Background: an optimization exercise with open tools, aiming at small area, a short achievable clock period and few clock cycles. Do not read the settings as production practice. In this exercise RTL edits were held to simulation tests only and were not proved equivalent to the original. Power figures rest on the tool's default switching activity, not on a simulated workload.

==> flow/design.v (excerpt) <==
module psr_final (
    input  wire        clk,
    input  wire        rst,
    input  wire        in_valid,
    output wire        in_ready,
    input  wire [1:0]  in_op,
    input  wire [1:0]  in_row,
    input  wire [31:0] in_data,
    output reg         out_valid,
    output reg         out_found,
    output reg  [7:0]  out_k5,
    output reg  [7:0]  out_sum0,
    output reg  [7:0]  out_sum1,
    output reg  [7:0]  out_sum2
);
Settings: LEC_CHECK=0, CAP_MARGIN=20, CORE_MARGIN=2, CORE_UTILIZATION=40, CTS_CLUSTER_DIAMETER=60, CTS_CLUSTER_SIZE=24, SLEW_MARGIN=20; clock period 15.0 ns.
standard.sh (not shown) runs the stock make flow with config.mk's settings and CLKGATE_MAP_FILE= SYNTH_SCRIPT=/design/flow/synth_recipe.tcl, a recipe that flattens the netlist after the stock synthesis.
==> flow/flow/run.sh <==
#!/bin/bash
set -euo pipefail
cd "$(dirname "$0")/.."
bash standard.sh "BUFFER_PORTS_ARGS=-buffer_cell sky130_fd_sc_hd__buf_4" \
    "SETUP_SLACK_MARGIN=10.7" finish > standard_finish.log 2>&1
Testbench counts at the start, summed over its fixed seeds: cycles 416,481.
Next try:
--- a/flow/design.v
+++ b/flow/design.v
@@ -129,18 +129,18 @@
                                 | (v8_2[bb*32+e] & p_sel[16+bb]);
         end
     end
     reg [31:0] x1, x2, x3, x4, x5;
     always @* begin
         for (e = 0; e < 32; e = e + 1) x1[e] = p_k5[0] ? raw[e ^ 1] : raw[e];
         for (e = 0; e < 32; e = e + 1) x2[e] = p_k5[1] ? x1[e ^ 2]  : x1[e];
         for (e = 0; e < 32; e = e + 1) x3[e] = p_k5[2] ? x2[e ^ 4]  : x2[e];
-        for (e = 0; e < 32; e = e + 1) x4[e] = a_k5[3] ? a_bits[e ^ 8] : a_bits[e];
-        for (e = 0; e < 32; e = e + 1) x5[e] = a_k5[4] ? x4[e ^ 16] : x4[e];
+        for (e = 0; e < 32; e = e + 1) x4[e] = p_k5[3] ? x3[e ^ 8]  : x3[e];
+        for (e = 0; e < 32; e = e + 1) x5[e] = a_k5[4] ? a_bits[e ^ 16] : a_bits[e];
     end
     reg [7:0] part;
     always @* begin
         part = 8'd0;
         for (e = 0; e < 32; e = e + 1)
             part = part ^ (x5[e] ? imix_rom[{a_c, e[4:0]}] : 8'd0);
     end
     wire b_zero = (b_sum == 8'd0);
@@ -166,17 +166,17 @@
         p_q    <= i_q;
         p_sel  <= sel_n;
         p_clr  <= mode_clear;
         p_last <= i_row == 2'd2 && i_c == 3'd7 && i_q == 2'd3;
         a_v    <= p_v && !p_clr && !fin && !rst;
         a_k5   <= p_k5;
         a_row  <= p_row;
         a_c    <= p_c;
-        a_bits <= x3;
+        a_bits <= x4;
         b_v    <= a_v && a_c == 3'd7 && !fin && !rst;
         b_k5   <= a_k5;
         b_row  <= a_row;
         b_sum  <= (a_c == 3'd0) ? part : b_sum ^ part;
         if (b_act && b_row == 2'd0) sum0_r <= b_sum;
         if (b_act && b_row == 2'd1) sum1_r <= b_sum;
     end
     always @(posedge clk) begin
Worst setup slack is better by 75 ps.
Final cell count fell by 0.57%.
Synthesized cell count fell by 1.1%.
Via count fell by 1.6%.
Power fell by 1.4%.
Utilization rose by 0.26 points.
Count of clock-buffer cells in the layout rose by 2.
Maximum frequency rose by 1.8%.
First-iteration DRC count fell by 4.8%.
Flip-flop and latch count is unchanged.
Non-clock buffer count rose by 35.
Cell area fell by 0.67%.
Testbench counts after the change, summed over its fixed seeds: cycles 416,481.

--- another note on this design; it stands on its own ---

== run 1 ==
Design psr_final, start of the top module:
module psr_final (
    input  wire        clk,
    input  wire        rst,
    input  wire        in_valid,
    output wire        in_ready,
    input  wire [1:0]  in_op,
    input  wire [1:0]  in_row,
    input  wire [31:0] in_data,
    output reg         out_valid,
    output reg         out_found,
    output reg  [7:0]  out_k5,
    output reg  [7:0]  out_sum0,
    output reg  [7:0]  out_sum1,
    output reg  [7:0]  out_sum2
);
==> flow/config.mk <==
export PLATFORM = sky130hd
export DESIGN_NAME = psr_final
export DESIGN_NICKNAME = psr_final
export VERILOG_FILES = /design/flow/design.v
export SDC_FILE = /design/flow/constraint.sdc
export NUM_CORES = 4
export LEC_CHECK = 0
export CAP_MARGIN = 20
export CORE_MARGIN = 2
export CORE_UTILIZATION = 40
export CTS_BUF_LIST = sky130_fd_sc_hd__clkbuf_8 sky130_fd_sc_hd__clkbuf_16
export CTS_CLUSTER_DIAMETER = 60
export CTS_CLUSTER_SIZE = 24
export SLEW_MARGIN = 20
==> flow/constraint.sdc <==
create_clock -name core_clock -period 15.0 [get_ports {clk}]
set_input_delay 3.0000 -clock core_clock [delete_from_list [all_inputs] [get_ports {clk}]]
set_output_delay 3.0000 -clock core_clock [all_outputs]
set_load 0.01 [all_outputs]
standard.sh (not shown) runs the stock make flow with config.mk's settings and CLKGATE_MAP_FILE= SYNTH_SCRIPT=/design/flow/synth_recipe.tcl, a recipe that flattens the netlist after the stock synthesis.
==> flow/flow/run.sh <==
#!/bin/bash
set -euo pipefail
cd "$(dirname "$0")/.."
bash standard.sh "BUFFER_PORTS_ARGS=-buffer_cell sky130_fd_sc_hd__buf_4" \
    "SETUP_SLACK_MARGIN=10.7" finish > standard_finish.log 2>&1
Testbench counts of run 1, summed over its fixed seeds: cycles 416,481.
## Diff of input files: run 2 against run 1
Settings: CTS_CLUSTER_SIZE now 30, was 24; CTS_CLUSTER_DIAMETER now 80, was 60; CTS_BUF_LIST no longer set, was sky130_fd_sc_hd__clkbuf_8 sky130_fd_sc_hd__clkbuf_16.
## What came out
In the metrics for run 2 and run 1, the one carrying the lower total length of routed met3 wires is run 1. Higher top fanout value on the critical path goes to run 2 over run 1. There was hardly any difference in final clock period utilization by the worst path between run 2 and run 1. Area: run 2 vs run 1 -> run 2 smaller. Taking run 1 as 1.0, run 2 lands at 0.79 on clock-buffer cell count.

separate check: timing with driven ports:
How much do the figures lean on ideal ports? The routed layouts below were timed once more, with nothing changed but the port constraints. Step 1 sets driving cells, clkbuf_16 on the clock port and buf_2 on the other inputs (assumed; they add their load-dependent delay and slew). Step 2 times the ports against the registers' clock, not the clock port: input delays grow and output delays shrink by t, the midpoint of the rising clock arrivals with the driver on. Slacks: no drivers / after step 1 / after step 2; pairs: no drivers / after step 1.
| run | t, ns | setup slack, ns | latest minus earliest clock arrival (ns) | worst slew at a driven data input, ns | cell pins on the clock port's net |
|---|---|---|---|---|---|
| the first run of note 1 | 0.847 | 10.697 / 10.606 / 10.900 | 0.065 / 0.065 | 0.10 | 1 |
| the second run of note 1 | 0.857 | 10.772 / 10.683 / 10.876 | 0.073 / 0.073 | 0.08 | 1 |
| run 1 | 0.860 | 10.769 / 10.679 / 10.876 | 0.072 / 0.072 | 0.08 | 1 |
| run 2 | 0.814 | 10.776 / 10.687 / 10.885 | 0.059 / 0.059 | 0.09 | 1 |
After both steps every run listed still meets setup and hold.
